This design comes from an exercise in tuning for small area, a short achievable clock period and few clock cycles on the open sky130 flow, not from production work.
The RTL was checked by simulation tests, not by an equivalence proof against the original design.
Power and IR drop assume default switching activity.

Setup of exp/sierra:
## bitsync_decoder
module bitsync_decoder (
    input  wire         clk,
    input  wire         rst,
    input  wire         ev_valid,
    input  wire         ev_resync,
    input  wire         ev_feed,
    input  wire         ev_bit,
    output wire         ev_ready,
    input  wire         forward_invalid,
    output wire         out_valid,
    output wire         out_record,
    output wire         out_crc_ok,
    output reg  [3:0]   out_kind,
    output wire [287:0] out_msg,
    output wire [15:0]  out_crc_calc,
    output wire [15:0]  out_crc_rx,
    output reg  [31:0]  cnt_attempt,
    output reg  [31:0]  cnt_pass,
    output reg  [31:0]  cnt_abandon
);
For scale: roughly 3100 cells after synthesis, about 740 flip-flops, about 430 I/O pins.
Settings: LEC_CHECK=0, CAP_MARGIN=20, CORE_MARGIN=2, CORE_UTILIZATION=60, CTS_CLUSTER_SIZE=30, PLACE_DENSITY=0.7, SLEW_MARGIN=20; clock period 17.0 ns.
standard.sh (not shown) runs the stock make flow with config.mk's settings and CLKGATE_MAP_FILE= SYNTH_SCRIPT=/design/flow/synth_recipe.tcl, a recipe that flattens the netlist after the stock synthesis.
==> flow/flow/run.sh <==
#!/bin/bash
# Standard ORFS layout; only the port buffers are plain sky130 buffers
# (sky130_fd_sc_hd__buf_1) instead of the delay buffer buffer_ports picks.
set -euo pipefail
export BUFFER_PORTS_ARGS="-buffer_cell sky130_fd_sc_hd__buf_1"
bash standard.sh > standard_flow.log 2>&1
Testbench counts of exp/sierra, summed over its fixed seeds: cycles 39,048.
Input changes introduced in exp/harbor (baseline for comparison: exp/sierra):
- CTS_CLUSTER_SIZE: 30 -> unset
==> comparison <==
There was hardly any difference in average wire per cell in the routed design between exp/harbor and exp/sierra. Reported for exp/harbor and exp/sierra, final routed wirelength across all metal layers turned out identical to the last digit. There was hardly any difference in relative contribution of sequential cells to total power between exp/harbor and exp/sierra. Diff exp/sierra..exp/harbor | pin slew with the least headroom to its limit | negligible. As far as power density over cell area goes, exp/sierra and exp/harbor are indistinguishable; the numbers are identical. Diff exp/sierra..exp/harbor | global-route usage | unchanged. Diff exp/sierra..exp/harbor | remaining antenna violation count after routing | unchanged. Reported for exp/harbor and exp/sierra, final number of setup-violating endpoints turned out identical to the last digit. Re average instance area after synthesis: no difference whatsoever between exp/harbor and exp/sierra. From exp/sierra to exp/harbor the numbers moved as follows: number of maximum-capacitance constraint violations about even, proportion of synthesized flip-flops having asynchronous set or reset flat.

---

build 94:
bitsync_decoder, a different RTL version from the one above (not shown whole).
For scale: ~3000 cells after synthesis, roughly 700 flip-flops, roughly 430 I/O pins, roughly 0.032 sq mm of cells after synthesis.
export LEC_CHECK = 0
export CAP_MARGIN = 20
export CORE_MARGIN = 2
export CORE_UTILIZATION = 70
export PLACE_DENSITY = 0.8
export SLEW_MARGIN = 20
create_clock -name core_clock -period 17.0 [get_ports {clk}]
Scripts as last shown in full above: flow/flow/run.sh
Testbench counts of build 94, summed over its fixed seeds: cycles 39,048.
Changes in build 84 relative to build 94:
--- a/flow/config.mk
+++ b/flow/config.mk
@@ -9,4 +9,4 @@
 export CORE_MARGIN = 2
-export CORE_UTILIZATION = 70
-export PLACE_DENSITY = 0.8
+export CORE_UTILIZATION = 78
+export PLACE_DENSITY = 0.88
 export SLEW_MARGIN = 20
==> results.txt <==
Build 84 finished every stage and its layout cleared the timing, design-rule and antenna checks. Measured against build 94, the combinational power of build 84 comes out at 1.10 times the reference value. Looking at height of the die, build 84 sits below build 94. Of build 94 and build 84, the run reporting the higher met3 global-route usage was build 84. Going from build 94 to build 84, worst setup slack after placement now larger; worst clock skew on the final layout now larger; sequential fraction of total cell area now larger; final critical delay including setup and external delays now larger. What build 94 reported for half-perimeter wire length after detailed placement has to be multiplied by 1.13 to get the figure for build 84.
Here is what was changed in the inputs of build 22 compared with build 84.
--- a/flow/config.mk
+++ b/flow/config.mk
@@ -9,4 +9,6 @@
 export CORE_MARGIN = 2
-export CORE_UTILIZATION = 78
-export PLACE_DENSITY = 0.88
+export CORE_UTILIZATION = 70
+export CTS_CLUSTER_DIAMETER = 70
+export CTS_CLUSTER_SIZE = 24
+export PLACE_DENSITY = 0.8
 export SLEW_MARGIN = 20
Notes after the runs:
Going from build 84 to build 22, number of nets in the finished design went down; final critical-path share of the clock period went down; share of power burned in combinational logic went up; total power went down. Mean instance size in the synthesized netlist delta (build 22 -> build 84): insignificant. Going from build 84 to build 22, overall track demand over capacity in global routing shrinks by 17 points. Summary of the comparison: area of all placed cells without fillers is lower in build 22, relative to build 84.
Input-level comparison between build 49 and build 22:
==> flow/flow/run.sh <==
#!/bin/bash
# Standard ORFS layout with two changes: the port buffers are plain sky130
# buffers (sky130_fd_sc_hd__buf_1) instead of the delay buffer buffer_ports
# picks, and clock tree synthesis clusters sinks (-sink_clustering_size 24 -sink_clustering_max_diameter 70) per
# leaf buffer and adds no dummy loads.
set -euo pipefail
export BUFFER_PORTS_ARGS="-buffer_cell sky130_fd_sc_hd__buf_1"
export CTS_ARGS="-sink_clustering_enable -repair_clock_nets -sink_clustering_size 24 -sink_clustering_max_diameter 70 -dont_use_dummy_load"
bash standard.sh > standard_flow.log 2>&1
--- a/flow/config.mk
+++ b/flow/config.mk
@@ -9,6 +9,4 @@
 export CORE_MARGIN = 2
-export CORE_UTILIZATION = 70
-export CTS_CLUSTER_DIAMETER = 70
-export CTS_CLUSTER_SIZE = 24
-export PLACE_DENSITY = 0.8
+export CORE_UTILIZATION = 73
+export PLACE_DENSITY = 0.82
 export SLEW_MARGIN = 20
[summary]
Summary of build 49 over build 22: number of max-slew violations in the final report about even; first-pass GRT wire length rose 680 microns; power fell 130 uW; met1 usage in global routing about even.

---

## zinc
bitsync_decoder again, from the RTL that the note above started with.
// bitsync_decoder
module bitsync_decoder (
    input  wire         clk,
    input  wire         rst,
    input  wire         ev_valid,
    input  wire         ev_resync,
    input  wire         ev_feed,
    input  wire         ev_bit,
    output wire         ev_ready,
    input  wire         forward_invalid,
    output wire         out_valid,
    output wire         out_record,
    output wire         out_crc_ok,
    output reg  [3:0]   out_kind,
    output wire [287:0] out_msg,
    output wire [15:0]  out_crc_calc,
    output wire [15:0]  out_crc_rx,
    output reg  [31:0]  cnt_attempt,
    output reg  [31:0]  cnt_pass,
    output reg  [31:0]  cnt_abandon
);
==> flow/config.mk <==
export PLATFORM = sky130hd
export DESIGN_NAME = bitsync_decoder
export DESIGN_NICKNAME = bitsync_decoder
export VERILOG_FILES = /design/flow/design.v
export SDC_FILE = /design/flow/constraint.sdc
export NUM_CORES = 4
export LEC_CHECK = 0
export CAP_MARGIN = 20
export CORE_MARGIN = 2
export CORE_UTILIZATION = 70
export PLACE_DENSITY = 0.74
export SLEW_MARGIN = 20
==> flow/constraint.sdc <==
create_clock -name core_clock -period 17.0 [get_ports {clk}]
set_input_delay 3.4000 -clock core_clock [delete_from_list [all_inputs] [get_ports {clk}]]
set_output_delay 3.4000 -clock core_clock [all_outputs]
set_load 0.01 [all_outputs]
==> flow/flow/run.sh <==
#!/bin/bash
# Standard ORFS layout with two changes: the port buffers are plain sky130
# buffers (sky130_fd_sc_hd__buf_1) instead of the delay buffer buffer_ports
# picks, and clock tree synthesis clusters up to 24 sinks within 70 um per
# leaf buffer and adds no dummy loads.
set -euo pipefail
export BUFFER_PORTS_ARGS="-buffer_cell sky130_fd_sc_hd__buf_1"
export CTS_ARGS="-sink_clustering_enable -repair_clock_nets -sink_clustering_size 24 -sink_clustering_max_diameter 70 -dont_use_dummy_load"
bash standard.sh > standard_flow.log 2>&1
Testbench counts of zinc, summed over its fixed seeds: cycles 39,048.
[inputs] ember vs zinc
Settings: PLACE_DENSITY now 0.8, was 0.74.
[summary]
- zinc completed every stage of the flow, and the final layout passed the timing, design-rule and antenna checks.
- ember closes out successfully: all stages finished, all timing, DRC and antenna checks passed.
- | detailed-route vias per instance | lower: ember |
- Compared ember vs zinc, and via count of the first global-routing pass is down in ember.
- Against zinc as the reference, ember delivers a higher worst setup margin.
- Routed via count on ember is ahead of zinc.
- Wire length, ember vs zinc: down by a few percent
- Of ember and zinc, it is ember that has the higher first-iteration DRC count.
- Wire length of the first global-routing pass was lower in the run labelled ember.
- Status: cell area after layout parity (ember, zinc)
- Looking at non-clock buffer count, ember sits 2 lower than zinc does.
- Between ember and zinc, the ratio of total power to cell area figures differ only marginally.
- Comparing final cycle utilization of the critical path for ember and zinc, the bigger number came from zinc.
Inputs modified between ember and willow:
Settings: swapping 70 for 60 in CORE_UTILIZATION; swapping 0.8 for 0.7 in PLACE_DENSITY.
==> flow/flow/run.sh <==
#!/bin/bash
# Standard ORFS layout; only the port buffers are plain sky130 buffers
# (sky130_fd_sc_hd__buf_1) instead of the delay buffer buffer_ports picks.
set -euo pipefail
export BUFFER_PORTS_ARGS="-buffer_cell sky130_fd_sc_hd__buf_1"
bash standard.sh > standard_flow.log 2>&1
Results
- willow finished all stages; the layout is clean.
- From ember to willow the numbers moved as follows: switching power higher; sequential fraction of total cell area lower; fraction of the mapped netlist area in adder cells roughly the same.
- willow -> ember: via count flat
- Of the two candidates, ember has the better clock power and willow the worse one.
> inputs changed (willow -> juniper)
Settings: changing CORE_UTILIZATION from 60 to 70; changing PLACE_DENSITY from 0.7 to 0.8.
==> flow/flow/run.sh <==
#!/bin/bash
# Standard ORFS layout with two changes: the port buffers are plain sky130
# buffers (sky130_fd_sc_hd__buf_1) instead of the delay buffer buffer_ports
# picks, and clock tree synthesis clusters sinks (-sink_clustering_size 30 -sink_clustering_max_diameter 80) per
# leaf buffer and adds no dummy loads.
set -euo pipefail
export BUFFER_PORTS_ARGS="-buffer_cell sky130_fd_sc_hd__buf_1"
export CTS_ARGS="-sink_clustering_enable -repair_clock_nets -sink_clustering_size 30 -sink_clustering_max_diameter 80 -dont_use_dummy_load"
bash standard.sh > standard_flow.log 2>&1
[summary]
- Between juniper and willow, global-route track usage on met2 is higher for juniper, willow comes in under that.
- Compared with willow, in juniper post-route worst setup slack moved up, fraction of power consumed by combinational cells picked up an extra 1.7 points, count of clock-buffer cells in the layout now smaller.
- The final reports for juniper and willow show number of antenna repair diodes higher in the former.
- Compared with willow, in juniper largest incremental delay on the critical path now smaller, first-iteration DRC count climbed 566, cell area went down by 0.0017 mm2, minimum clock period after layout now sits lower.

---

job 8811:
Another version of the RTL of bitsync_decoder (not shown whole).
For scale: about 3,100 cells after synthesis, ~710 flip-flops, roughly 430 I/O pins.
clock: 17.0 ns
lec_check: 0
cap_margin: 20
core_margin: 2
core_utilization: 60
cts_buf_list: sky130_fd_sc_hd__clkbuf_8
place_density: 0.7
slew_margin: 20
==> flow/flow/run.sh <==
#!/bin/bash
# Standard ORFS layout; only the port buffers are plain sky130 buffers
# (sky130_fd_sc_hd__buf_1) instead of the delay buffer buffer_ports picks.
set -euo pipefail
export BUFFER_PORTS_ARGS="-buffer_cell sky130_fd_sc_hd__buf_1"
bash standard.sh > standard_flow.log 2>&1
Testbench counts of job 8811, summed over its fixed seeds: cycles 39,048.
Relative to job 8811, the following input files were edited for job 9901:
-- flow/config.mk --
<<< job 8811, line 9
export CORE_MARGIN = 2
export CORE_UTILIZATION = 60
export CTS_BUF_LIST = sky130_fd_sc_hd__clkbuf_8
export PLACE_DENSITY = 0.7
export SLEW_MARGIN = 20
>>> job 9901, line 9
export CORE_MARGIN = 2
export CORE_UTILIZATION = 60
export PLACE_DENSITY = 0.7
export SLEW_MARGIN = 20
==> comparison <==
- Job 9901: no failed stages, no open violations at the end
- Worst setup slack in job 9901 vs job 8811: up 87 ps
- Taking job 8811 as the reference, in job 9901 design area moved up; cell leakage power -about 0.54%.
- Register-to-register slack: job 9901 higher than job 8811
- Number of antenna repair diodes, job 9901 and job 8811: larger value in job 8811
- Detailed route, job 9901 vs job 8811: via total lower for job 9901
- Changes observed in job 9901 relative to job 8811: switching power went up; power went up 0.21 mW.
- Re buffering stage count on the worst path with inverters included: no difference whatsoever between job 9901 and job 8811.
- Wire: job 9901 routes more than job 8811
- Job 9901 — global-route usage 0.22 points higher, job 8811 as reference

-- afterwards: timing with drivers on the ports --
In the flow no input, the clock included, has a driving cell. The finished layouts below were timed again as built, in two steps.
Step 1 sets driving cells, clkbuf_16 on the clock port and buf_2 on the other inputs (assumed; they add their load-dependent delay and slew).
Step 2 times the ports against the registers' clock, not the clock port: input delays grow and output delays shrink by t, the midpoint of the rising clock arrivals with the driver on.
Three values: ideal ports, drivers, drivers and shift; two values: the first two.
run	t (ns)	setup WS [ns]	clock arrival spread, ns	worst data-port slew with drivers (ns)	cell pins on the clock port's net
exp/sierra	0.673	12.187 / 12.124 / 11.903	0.034 / 0.034	0.05	1
exp/harbor	0.673	12.187 / 12.124 / 11.903	0.034 / 0.034	0.05	1
build 94	0.666	12.084 / 12.023 / 12.139	0.024 / 0.024	0.06	1
build 84	0.683	11.855 / 11.792 / 11.909	0.034 / 0.034	0.11	1
build 22	0.651	12.111 / 12.051 / 12.148	0.027 / 0.027	0.06	1
build 49	0.644	12.014 / 11.955 / 12.206	0.058 / 0.058	0.06	1
zinc	0.634	11.981 / 11.920 / 12.058	0.057 / 0.056	0.06	1
ember	0.619	12.131 / 12.070 / 12.166	0.067 / 0.068	0.06	1
willow	0.677	12.034 / 11.971 / 12.163	0.019 / 0.019	0.06	1
juniper	0.659	12.071 / 12.010 / 12.184	0.085 / 0.085	0.06	1
job 8811	0.764	11.925 / 11.867 / 12.335	0.043 / 0.043	0.07	1
job 9901	0.678	12.011 / 11.945 / 12.323	0.025 / 0.025	0.07	1
After both steps every run listed still meets setup and hold.
